Context: an optimization exercise on an open-source flow, tuned for small area. The choices shown serve that exercise and are no tape-out recipe.
Where RTL was checked, it was by simulation tests only, not by an equivalence proof against the original.
Function not checked in run 2: the RTL went through the layout flow alone.
Power and IR drop assume default switching activity.

`flow/config.mk`:
```
export PLATFORM = sky130hd
export DESIGN_NAME = ring_buffer_ctrl
export DESIGN_NICKNAME = ring_buffer_ctrl
export VERILOG_FILES = /design/flow/design.v
export SDC_FILE = /design/flow/constraint.sdc
export NUM_CORES = 4
export LEC_CHECK = 0
export CAP_MARGIN = 0
export CORE_MARGIN = 2
export CORE_UTILIZATION = 55
export SLEW_MARGIN = 10
export SYNTH_HIERARCHICAL = 1
export SYNTH_MINIMUM_KEEP_SIZE = 0
```
`flow/constraint.sdc`:
```
create_clock -name core_clock -period 8.0 [get_ports {clk}]
set_input_delay 1.6000 -clock core_clock [delete_from_list [all_inputs] [get_ports {clk}]]
set_output_delay 1.6000 -clock core_clock [all_outputs]
set_load 0.01 [all_outputs]
```
`flow/design.v`:
```
module ring_buffer_ctrl (
    input  wire                         clk,
    input  wire                         rst,         
    input  wire                         cmd_valid,
    input  wire [3:0]                   cmd_op,
    input  wire [7:0]                   cmd_data,
    input  wire [7:0]                   cmd_count,   
    output wire                         rsp_valid,
    output reg  [2:0]                   rsp_status,
    output wire [7:0]                   rsp_data,
    output reg  [6:0]                   rsp_value,   
    output wire [511:0]                 rsp_seq,     
    output wire [7:0]                   rsp_len
);
    localparam CAPACITY = 64;
    localparam OP_RESET    = 4'h1;
    localparam OP_PUT      = 4'h2;
    localparam OP_TRY_PUT  = 4'h3;
    localparam OP_GET      = 4'h4;
    localparam OP_PEEK     = 4'h5;
    localparam OP_EMPTY    = 4'h8;
    localparam OP_FULL     = 4'h9;
    localparam OP_SIZE     = 4'hA;
    localparam OP_CAPACITY = 4'hB;
    localparam ST_OK                = 3'd0;
    localparam ST_BUFFER_FULL       = 3'd1;
    localparam ST_BUFFER_EMPTY      = 3'd2;
    localparam ST_INSUFFICIENT_DATA = 3'd3;
    localparam ST_ILLEGAL_CMD       = 3'd4;
    reg [511:0] slots;           
    reg [6:0]   size;            
    wire full     = size[6];
    wire is_empty = (size == 7'd0);
    wire cmd = cmd_valid && !rst;
    wire do_reset = cmd && (cmd_op == OP_RESET);
    wire do_put   = cmd && (cmd_op == OP_PUT);
    wire do_try   = cmd && (cmd_op == OP_TRY_PUT) && !full;
    wire do_get   = cmd && (cmd_op == OP_GET) && !is_empty;
    wire do_write = do_put || do_try;
    wire shift  = do_get || (do_put && full);
    wire append = do_write;
    always @(posedge clk) begin
        if (rst || do_reset)
            size <= 7'd0;
        else if (do_write && !full)
            size <= size + 7'd1;
        else if (do_get)
            size <= size - 7'd1;
    end
    wire clr  = rst || do_reset;
    wire hold = !shift && !clr;
    wire [7:0] top = cmd_op[2] ? 8'd0 : cmd_data;    
    wire [519:0] shifted = {top, slots};
    genvar j;
    generate
        for (j = 0; j < CAPACITY; j = j + 1) begin : g_slot
            wire wr   = append && !full && (size[5:0] == j);
            wire [7:0] nxt;
            slot_next u_next (
                .hold(hold), .shift(shift), .wr(wr),
                .q(slots[8*j +: 8]), .up(shifted[8*(j+1) +: 8]), .data(cmd_data),
                .nxt(nxt)
            );
            always @(posedge clk)
                slots[8*j +: 8] <= nxt;
        end
    endgenerate
    assign rsp_valid = cmd;
    always @(*) begin
        case (cmd_op)
            OP_RESET:    rsp_status = ST_OK;
            OP_PUT:      rsp_status = ST_OK;
            OP_TRY_PUT:  rsp_status = full ? ST_BUFFER_FULL : ST_OK;
            OP_GET:      rsp_status = is_empty ? ST_BUFFER_EMPTY : ST_OK;
            OP_PEEK:     rsp_status = ({1'b0, size} < cmd_count) ? ST_INSUFFICIENT_DATA : ST_OK;
            OP_EMPTY:    rsp_status = ST_OK;
            OP_FULL:     rsp_status = ST_OK;
            OP_SIZE:     rsp_status = ST_OK;
            OP_CAPACITY: rsp_status = ST_OK;
            default:     rsp_status = ST_ILLEGAL_CMD;
        endcase
    end
    always @(*) begin
        case (cmd_op)
            OP_EMPTY:    rsp_value = {6'd0, is_empty};
            OP_FULL:     rsp_value = {6'd0, full};
            OP_SIZE:     rsp_value = size;
            OP_CAPACITY: rsp_value = CAPACITY;
            default:     rsp_value = 7'd0;
        endcase
    end
    assign rsp_data = slots[7:0];
    assign rsp_len  = cmd_count;
    assign rsp_seq  = slots;
endmodule
module slot_next (
    input  wire       hold,
    input  wire       shift,
    input  wire       wr,
    input  wire [7:0] q,
    input  wire [7:0] up,
    input  wire [7:0] data,
    output wire [7:0] nxt
);
    assign nxt = ({8{hold}} & q) | ({8{shift}} & up) | ({8{wr}} & data);
endmodule
```
`flow/flow/run.sh`:
```
#!/bin/bash
# Standard ORFS layout with two changes:
#  - the ports are buffered with sky130_fd_sc_hd__buf_1;
#  - clock tree synthesis clusters more sinks per leaf buffer and inserts
#    no dummy loads.
set -euo pipefail
CTS="-sink_clustering_enable -repair_clock_nets -dont_use_dummy_load"
CTS="$CTS -sink_clustering_size 18 -sink_clustering_max_diameter 100"
CTS="$CTS -buf_list sky130_fd_sc_hd__clkbuf_8"
bash standard.sh \
    "BUFFER_PORTS_ARGS=-buffer_cell sky130_fd_sc_hd__buf_1" \
    "CTS_ARGS=$CTS" \
    finish > make_finish.log 2>&1
```
`flow/standard.sh`:
```
#!/bin/bash
# synth_recipe.tcl (not shown) runs the flow's synth.tcl, then flattens the netlist and writes it again
# the make line also repeats each setting of config.mk as NAME=value (left out here)
make -C /OpenROAD-flow-scripts/flow DESIGN_CONFIG=/design/flow/config.mk WORK_HOME=/design/flow/orfs CLKGATE_MAP_FILE= SYNTH_SCRIPT=/design/flow/synth_recipe.tcl "${@:-finish}"
```
==> impl_results.md, run 1 <==
* Outcome: complete, no violations
* Final Cycle Share at 58.1%
* Pre-CTS setup slack at 2.83 ns
* 1st-pass router iterations at 14
* Yosys warning count at 7
* Clock transition at path regs at 0.12 ns
* Leak Pwr at 0.0114 uW
* Worst slew pin tran at 1.17 ns
* Die area at ~44000 sq um
* Share of layout cells above drive strength 1 at 2.52%
* Max-cap viol count at 0
* Mapped Area at between 20000 and 25000 sq um
* Largest delay contributor family on the critical path: buffers and inverters
* Fmax at 215 MHz
* HP Class: flip-flop to flip-flop
* Final setup fails at 0
* Share of the synthesized area in the top cell type at 44.8%
* Reg2reg start: size[0]$_SDFFE_PP0P_
* First-pass GRT wire length at 104000 um
* CP Cell Sequence: buf_1 > nor4b_1 > o211ai_2 > o21ai_4 > buf_12 > buf_4 > a222oi_1 > inv_1
* CTS Buf Count at 34
* Final Critical Period at ~4.6 ns
* #FFs+latches synth at approximately 520
* CP Launch Point: cmd_op[2]
* Post-route insts no fill at 2881
* Routed WL at approximately 72000 um
* Overflow after GRT at 0
* Placed insts at 2847
* Die Ht at between 200 and 250 um
* Drt drc at 0
* Avg WL per Cell at roughly 25 um
* H-tree levels at 2
* VDD IR max at ~160 uV
* CP peak stage delay at 1.05 ns
* WS Path Type: input port to flip-flop
* Synth Flop Type: dfxtp_1
* RSZ-0062 raised after global routing: false
* IO Pins at between 500 and 600
* Synth cell types at 42
* Cells after Synth at 2407
* FF-to-FF path depth at 7
* Asr flop ratio synth at 0%
* Post-DRT Antenna Nets at 0
* PD cells at 180 nW/um^2
* Crit path depth at 8
* Post-CTS setup buffers at 0
* Starting Density at 55.6%
* Vias in the first global route at 16485
* Worst-path maximum fanout at 226
* Max clock buf depth at 3
* Final nets at 2379
* Post-synth EDFFs at 0
* Root buf cell: clkbuf_8
* P&R area growth vs syn at -5.32%
* Hold_buf cts at 0
* Reg-to-reg endpoint: slots[301]$_DFF_P_
* DRT iter0 DRCs at just under 4000
* CP endpoint: slots[301]$_DFF_P_
* CTS tree: built
* Post-cts resize count at 0
* Diodes inserted at 0
* Hold Violations, Final at 0
* Syn Nets at 2442
* Post-synth top area cell: dfxtp_1
* WP buf/inv at 4
* IO buf count at about 560
* Initial antenna violation count at 0
* Synth area leaders: dfxtp_1 (45%), a222oi_1 (22%), buf_4 (17%), inv_1 (8.4%), clkbuf_2 (2.8%)
* GRT Overall Usage at a little under a third
* Chip Width at ~210 um
* Avg Inst Size Synth at 9.64 sq um
* Fin worst setup slack at between 3 and 4 ns
* # clock sinks at a little over 500
* Setup crit start kind: input port
* Post-synthesis sequential area ratio at 44.8%
* Slew headroom at between 20% and 30%
* Dpl hpwl at 47200 um
* Power, Total at 3960 uW
* Data required time at the worst endpoint at between 8 and 9 ns
* Worst-case clock skew at 0.0307 ns
* Core area at 41800 sq um
* CP max-delay cell: buf_4
* Row Count at 75
* Final Max Slew Viols at 0
* Skew-Pair Late Insertion Delay at around 0.64 ns
* Via Count at approximately 18000
* RD Place Congestion at slightly below 0.9
* Vias/cell at between 6 and 7
* Pin count of the biggest net entering global routing at around 230
* Critical path arrival at 5.21 ns
* Setup crit end kind: flip-flop
* Register-to-register setup slack at between 4 and 5 ns
## modules after synthesis, one instance, submodules excluded
module / times used / flip-flops and latches / cells inside
ring_buffer_ctrl: 1 / 519 / 1255
slot_next: 64 / 0 / 18
## where the power goes
part	internal [uW]	total, uW	switching (uW)
clock network	387	1200	817
logic	31.0	166	135
registers	2580	2590	4.45
total	3000	3960	957
## worst min path at each step
stage	start	end	slack [ns]	cells past startpoint
finish	slots[474]$_DFF_P_	slots[466]$_DFF_P_	0.50	2
global route	slots[474]$_DFF_P_	slots[466]$_DFF_P_	0.53	2
CTS	slots[474]$_DFF_P_	slots[466]$_DFF_P_	0.50	2
detailed placement	slots[318]$_DFF_P_	slots[310]$_DFF_P_	0.48	2
global placement	slots[462]$_DFF_P_	slots[454]$_DFF_P_	0.48	2
floorplan	slots[110]$_DFF_P_	slots[102]$_DFF_P_	0.46	2
## layout make-up
| type | instances | area, sq um |
|---|---|---|
| Tap cell | 539 | 674 |
| Inverter | 521 | 1960 |
| Fill cell | 4008 | 19800 |
| Timing Repair Buffer | 571 | 2270 |
| Multi-Input combinational cell | 697 | 6200 |
| Sequential cell | 519 | 10400 |
| Clock buffer | 34 | 468 |
## cell families after synthesis
| family | synth area share [%] |
|---|---|
| buffers and inverters | 28.6 |
| AO/OA/AOI/OAI | 22.9 |
| flip-flops | 44.8 |
| AND/OR/NAND/NOR | 2.64 |
| adder cells (fa/ha/maj) | 0.680 |
| XOR/XNOR | 0.189 |
| multiplexers | 0.216 |
## metal layers
metal  vias up  share of wire (%)  track usage [%]
met3       120                 11             7.93
met4         0                3.7             12.1
met2      1021                 46             48.8
met1      8908                 40             39.7
li1       8102                  -                -
met5         -                  0                0
## cells in the mapped netlist, types with 2 or more instances
library cell,n
dfxtp_1,519
inv_1,521
clkbuf_1,9
ha_1,11
o21a_1,2
a21o_1,3
or4_1,3
buf_2,3
nand3_1,9
a211oi_1,2
xor2_1,5
mux2i_1,5
a222oi_1,512
and2_1,5
a21oi_1,4
nor2b_1,12
buf_4,528
buf_6,2
nor2_1,85
clkbuf_2,128
nand3b_1,3
o21ai_0,5
o21bai_1,2
nand2_1,11
## cells in the final DEF (no fill, tap or decap), types with 2 or more instances in the layout
cell and n:
nor2_1 84, inv_1 521, clkbuf_4 8, a21o_1 3, ha_1 11, or4_1 3, buf_4 5, and2_1 5
clkbuf_8 34, a211oi_1 2, a21oi_1 4, buf_1 553, mux2i_1 5, a222oi_1 512, nand3b_1 3, nand3_1 8
nand2_1 11, buf_12 5, o21a_1 2, o21ai_0 4, dfxtp_1 519, o21bai_1 2, nor2b_1 12, xor2_1 5
## flip-flops by register name, indices dropped and copies added (netlist names)
register / cells
size: 7
slots: 512
## worst reg2reg max path, delay by kind of cell, from the launching register on
kind / cells / cell delay [ns]
compound gates: 3 / 0.61
simple gates: 1 / 0.48
flops: 1 / 0.69
buf+inv: 3 / 1.96
## stage by stage
stage / hold WS, ns / util [%] / setup TNS, ns / cell area (sq um)
2_1_floorplan: 0.460 / - / -61.45 / 23200
3_3_place_gp: 0.477 / 51.5 / 0 / 21500
3_5_place_dp: 0.480 / 51.5 / 0 / 21500
4_1_cts: 0.501 / 52.6 / 0 / 22000
5_1_grt: 0.532 / 52.6 / 0 / 22000
6_report: 0.501 / 52.6 / 0 / 22000
==> run 2, diff against run 1 <==
--- a/flow/design.v
+++ b/flow/design.v
@@ -39,22 +39,49 @@
     wire do_write = do_put || do_try;
     wire shift  = do_get || (do_put && full);
     wire append = do_write;
+    wire inc = do_write && !full;
+    wire dec = do_get;
+    wire [6:0] all1, all0;
+    assign all1[0] = 1'b1;
+    assign all0[0] = 1'b1;
+    genvar b;
+    generate
+        for (b = 1; b < 7; b = b + 1) begin : g_cnt
+            assign all1[b] = all1[b-1] & size[b-1];
+            assign all0[b] = all0[b-1] & ~size[b-1];
+        end
+    endgenerate
+    wire [6:0] flip = ({7{inc}} & all1) | ({7{dec}} & all0);
     always @(posedge clk) begin
         if (rst || do_reset)
             size <= 7'd0;
-        else if (do_write && !full)
-            size <= size + 7'd1;
-        else if (do_get)
-            size <= size - 7'd1;
+        else
+            size <= size ^ flip;
     end
     wire clr  = rst || do_reset;
     wire hold = !shift && !clr;
     wire [7:0] top = cmd_op[2] ? 8'd0 : cmd_data;    
     wire [519:0] shifted = {top, slots};
+    wire [7:0] gt;
+    assign gt[0] = cmd_count[0] & ~size[0];
+    generate
+        for (b = 1; b < 7; b = b + 1) begin : g_cmp
+            assign gt[b] = (cmd_count[b] & ~size[b]) | (~(cmd_count[b] ^ size[b]) & gt[b-1]);
+        end
+    endgenerate
+    wire peek_fail = cmd_count[7] | gt[6];
+    wire [7:0] wr_lo, wr_hi;
+    genvar r;
+    generate
+        for (r = 0; r < 8; r = r + 1) begin : g_pre
+            assign wr_lo[r] = inc && (size[2:0] == r);
+            assign wr_hi[r] = (size[5:3] == r);
+        end
+    endgenerate
     genvar j;
     generate
         for (j = 0; j < CAPACITY; j = j + 1) begin : g_slot
-            wire wr   = append && !full && (size[5:0] == j);
+            wire wr   = wr_lo[j % 8] && wr_hi[j / 8];
             wire [7:0] nxt;
             slot_next u_next (
                 .hold(hold), .shift(shift), .wr(wr),
@@ -72,7 +99,7 @@
             OP_PUT:      rsp_status = ST_OK;
             OP_TRY_PUT:  rsp_status = full ? ST_BUFFER_FULL : ST_OK;
             OP_GET:      rsp_status = is_empty ? ST_BUFFER_EMPTY : ST_OK;
-            OP_PEEK:     rsp_status = ({1'b0, size} < cmd_count) ? ST_INSUFFICIENT_DATA : ST_OK;
+            OP_PEEK:     rsp_status = peek_fail ? ST_INSUFFICIENT_DATA : ST_OK;
             OP_EMPTY:    rsp_status = ST_OK;
             OP_FULL:     rsp_status = ST_OK;
             OP_SIZE:     rsp_status = ST_OK;
@@ -81,12 +108,11 @@
         endcase
     end
     always @(*) begin
-        case (cmd_op)
-            OP_EMPTY:    rsp_value = {6'd0, is_empty};
-            OP_FULL:     rsp_value = {6'd0, full};
-            OP_SIZE:     rsp_value = size;
-            OP_CAPACITY: rsp_value = CAPACITY;
-            default:     rsp_value = 7'd0;
+        case (cmd_op[1:0])
+            2'd0:    rsp_value = {6'd0, is_empty};
+            2'd1:    rsp_value = {6'd0, full};
+            2'd2:    rsp_value = size;
+            default: rsp_value = CAPACITY;
         endcase
     end
     assign rsp_data = slots[7:0];
--- a/flow/flow/run.sh
+++ b/flow/flow/run.sh
@@ -5,8 +5,8 @@
 #    no dummy loads.
 set -euo pipefail
 CTS="-sink_clustering_enable -repair_clock_nets -dont_use_dummy_load"
-CTS="$CTS -sink_clustering_size 18 -sink_clustering_max_diameter 100"
-CTS="$CTS -buf_list sky130_fd_sc_hd__clkbuf_8"
+CTS="$CTS -sink_clustering_size 30 -sink_clustering_max_diameter 100"
+CTS="$CTS -buf_list sky130_fd_sc_hd__clkbuf_16"
 bash standard.sh \
     "BUFFER_PORTS_ARGS=-buffer_cell sky130_fd_sc_hd__buf_1" \
     "CTS_ARGS=$CTS" \
--- a/flow/config.mk
+++ b/flow/config.mk
@@ -7,7 +7,7 @@
 export LEC_CHECK = 0
 export CAP_MARGIN = 0
 export CORE_MARGIN = 2
-export CORE_UTILIZATION = 55
-export SLEW_MARGIN = 10
+export CORE_UTILIZATION = 40
+export SLEW_MARGIN = 0
 export SYNTH_HIERARCHICAL = 1
 export SYNTH_MINIMUM_KEEP_SIZE = 0
==> run 2 against run 1 <==
Flip-flop and latch count stayed put; worst setup slack worse by 0.33 ns; die area is 36% higher; critical path type is now input port to output pin; combinational power is 8% lower; synthesized area is 0.28% lower; fmax is 6.6% lower; critical path depth is 3 lower; highest routed layer unchanged; sequential share of layout area is 0.81 points lower; synthesized cell count is 0.42% lower; clock skew is 0.041 ns higher.
==> impl_results.md, run 2 <==
* Outcome: complete, no violations
* Critical path arrival at 3.38 ns
* Fin worst setup slack at 3.02 ns
* CTS Buf Count at 25
* Share of layout cells above drive strength 1 at 2.54%
* Asr flop ratio synth at 0%
* H-tree levels at 1
* Worst-path maximum fanout at 15
* Max clock buf depth at 3
* Pin count of the biggest net entering global routing at 234
* WS Path Type: input port to output pin
* Die area at about 60000 sq um
* Max reg flops at 512
* Post-DRT Antenna Nets at 0
* Hold_buf cts at 0
* Largest regs: slots: 512 flops, size: 7 flops
* Final setup fails at 0
* Placed cell area at between 20000 and 25000 sq um
* Final non-filler cell area at about 22000 sq um
* Slew headroom at 9.84%
* Via Count at 18429
* Chip Width at 244 um
* Skew-Pair Late Insertion Delay at 0.59 ns
* Root buf cell: clkbuf_16
* Synth area leaders: dfxtp_1 (45%), a222oi_1 (22%), buf_4 (17%), inv_1 (8.4%), clkbuf_2 (2.8%)
* DRT iter0 DRCs at 3793
* Share of the synthesized area in the top cell type at roughly 45%
* RSZ-0062 raised after global routing: false
* Top Layer Used: met4
* Mapped Area at 23100 sq um
* P&R area growth vs syn at -3.40%
* Power, Total at 4110 uW
* 1st-pass router iterations at 15
* Syn Nets at approximately 2400
* Final nets at 2358
* Clock transition at path regs at roughly 0.11 ns
* IO buf count at 561
* Post-CTS setup buffers at 0
* Vias/cell at around 6
* GRT Overall Usage at between 20% and 30%
* Max-cap viol count at 0
* Hold Path Depth at 2
* HP Class: flip-flop to flip-flop
* Synth cell types at 43
* Final Max Slew Viols at 0
* Post-synth EDFFs at 0
* Avg WL per Cell at about 24 um
* Core area at 57500 sq um
* Synth Flop Type: dfxtp_1
* CTS tree: built
* Routed WL at approximately 76000 um
* Post-synth top area cell: dfxtp_1
* # clock sinks at 519
* Final Cycle Share at 62.2%
* Worst slew pin tran at 1.35 ns
* Most frequent cells in the layout: buf_1 (553), dfxtp_1 (519), inv_1 (518)
* Largest reg by FF count: slots
* Overflow after GRT at 0
* Cells after Synth at 2397
* Setup crit end kind: output pin
* Row Count at 88
* Pre-CTS setup slack at between 2 and 3 ns
* Leak Pwr at 0.0113 uW
* RD Place Congestion at 0.877
* Final Critical Period at 4.98 ns
* Die Ht at around 240 um
* Hold Violations, Final at 0
* Final TNS setup at 0 ns
* Drt drc at 0
* Avg Inst Size Synth at 9.65 sq um
* DRT met1 WL at 30300 um
* Top post-synthesis cells by count: buf_4 (528), dfxtp_1 (519), inv_1 (519)
* Worst-case clock skew at 0.0714 ns
* Top-count cell post-synth: buf_4
* #FFs+latches synth at 519
* Data required time at the worst endpoint at 6.40 ns
* VDD IR max at 143 uV
* IO Pins at between 500 and 600
* Setup crit start kind: input port
* Initial antenna violation count at 0
* Post-cts resize count at 0
* Vias in the first global route at 16044
* Starting Density at 40.2%
* Dpl hpwl at a little over 50000 um
* Met2 WL post-DR at 36100 um
* First-pass GRT wire length at between 100000 and 150000 um
* Post-synthesis sequential area ratio at around 45%
* Most common cell after layout, fill and taps aside: buf_1
* Diodes inserted at 0
* WL met3 at between 7000 and 8000 um
* Fin Hold WS at roughly 0.48 ns
* PD cells at 184 nW/um^2
* FF-to-FF path depth at 7
* Fmax at 201 MHz
* Yosys warning count at 7
==> run 2: cell types whose count changed in the layout (fill, tap and decap cells not counted), sizes merged, moves of 3 or more <==
cell and change:
a21o -3, buf +3, clkbuf -9, ha -5, nand3 +4, nand4 +8, nor2 -14, o21ai -3
or3 +4, xor2 -5
==> run 2: layer usage <==
layer / track usage [%] / vias up
li1: - / 8108
met1: 31.2 / 9202
met2: 38.6 / 1014
met3: 4.59 / 105
met4: 5.27 / 0
met5: 0 / -
==> run 2: through the flow <==
step	utilization [%]	cells
2_1_floorplan	-	2397
3_3_place_gp	37.8	3067
3_5_place_dp	37.8	3067
4_1_cts	38.9	3092
5_1_grt	38.9	3092
6_report	38.9	3092
==> run 2: final timing paths <==
kind / startpoint / end / slack (ns)
worst max-delay path: cmd_op[2] / rsp_status[0] / 3.02
worst max register to register: size[4]$_SDFF_PP0_ / slots[224]$_DFF_P_ / 4.44
worst min register to register: slots[198]$_DFF_P_ / slots[190]$_DFF_P_ / 0.48
worst min-delay path: slots[198]$_DFF_P_ / slots[190]$_DFF_P_ / 0.48
==> run 2: layout make-up <==
cell class	instances	area, sq um
clock buffer	25	626
fill	5832	35100
inverter	520	1950
multi-input combinational	689	6160
sequential	519	10400
tap	765	957
timing repair buffer	574	2260
==> run 2: report_power, final <==
part / internal [uW] / switching [uW] / leakage (uW) / total (uW)
sequential: 2580 / 2.04 / 0.00418 / 2590
combinational: 23.6 / 129 / 0.00679 / 153
clock: 559 / 818 / 0.000308 / 1380
==> run 2: per-module statistics from Yosys (local to each module, per instance) <==
module / flops+latches / times used / cells / area (sq um)
slot_next: 0 / 64 / 18 / 120
ring_buffer_ctrl: 519 / 1 / 1245 / 15400
==> run 2: kinds of logic after synthesis <==
| kind of cell | after synthesis | share of synthesized area (%) |
|---|---|---|
| AOI/OAI and AO/OA | 536 | 22.9 |
| adders and majority gates | 6 | 0.325 |
| buffers and inverters | 1189 | 28.6 |
| DFF | 519 | 44.9 |
| muxes | 5 | 0.216 |
| and+or+nand+nor | 142 | 3.08 |
==> run 2: critical path, stage by stage <==
cell and delay, ns:
buf_1 0.56, inv_1 0.27, o21a_1 0.23, a311oi_1 0.44
buf_1 0.27

-- separate check: timing with driven ports --
Ports are ideal in the flow. The routed layouts listed here were re-timed in OpenROAD.
Step 1: set_driving_cell puts a clkbuf_16 on clk and a buf_2 on each other input, an assumption about the parent block.
Step 2 moves the port delays by t, midway between the first and last clock arrival at a register: inputs arrive t later, outputs are due t later. That takes back most of the time a late clock gives input paths.
Slacks: ideal ports / drivers / drivers and shift; pairs: ideal ports / drivers.
run | shift t [ns] | setup WS [ns] | hold slack, ns | worst data-port slew with drivers (ns)
run 1 | 0.676 | 3.354 / 3.373 / 2.697 | 0.501 / 0.501 / 0.501 | 0.04
run 2 | 0.615 | 3.025 / 2.943 / 2.662 | 0.483 / 0.483 / 0.483 | 0.09
After both steps every run listed still meets setup and hold. For run 1, which loses most, drivers alone change the setup slack by +0.019 ns; drivers and shift together by -0.657 ns.
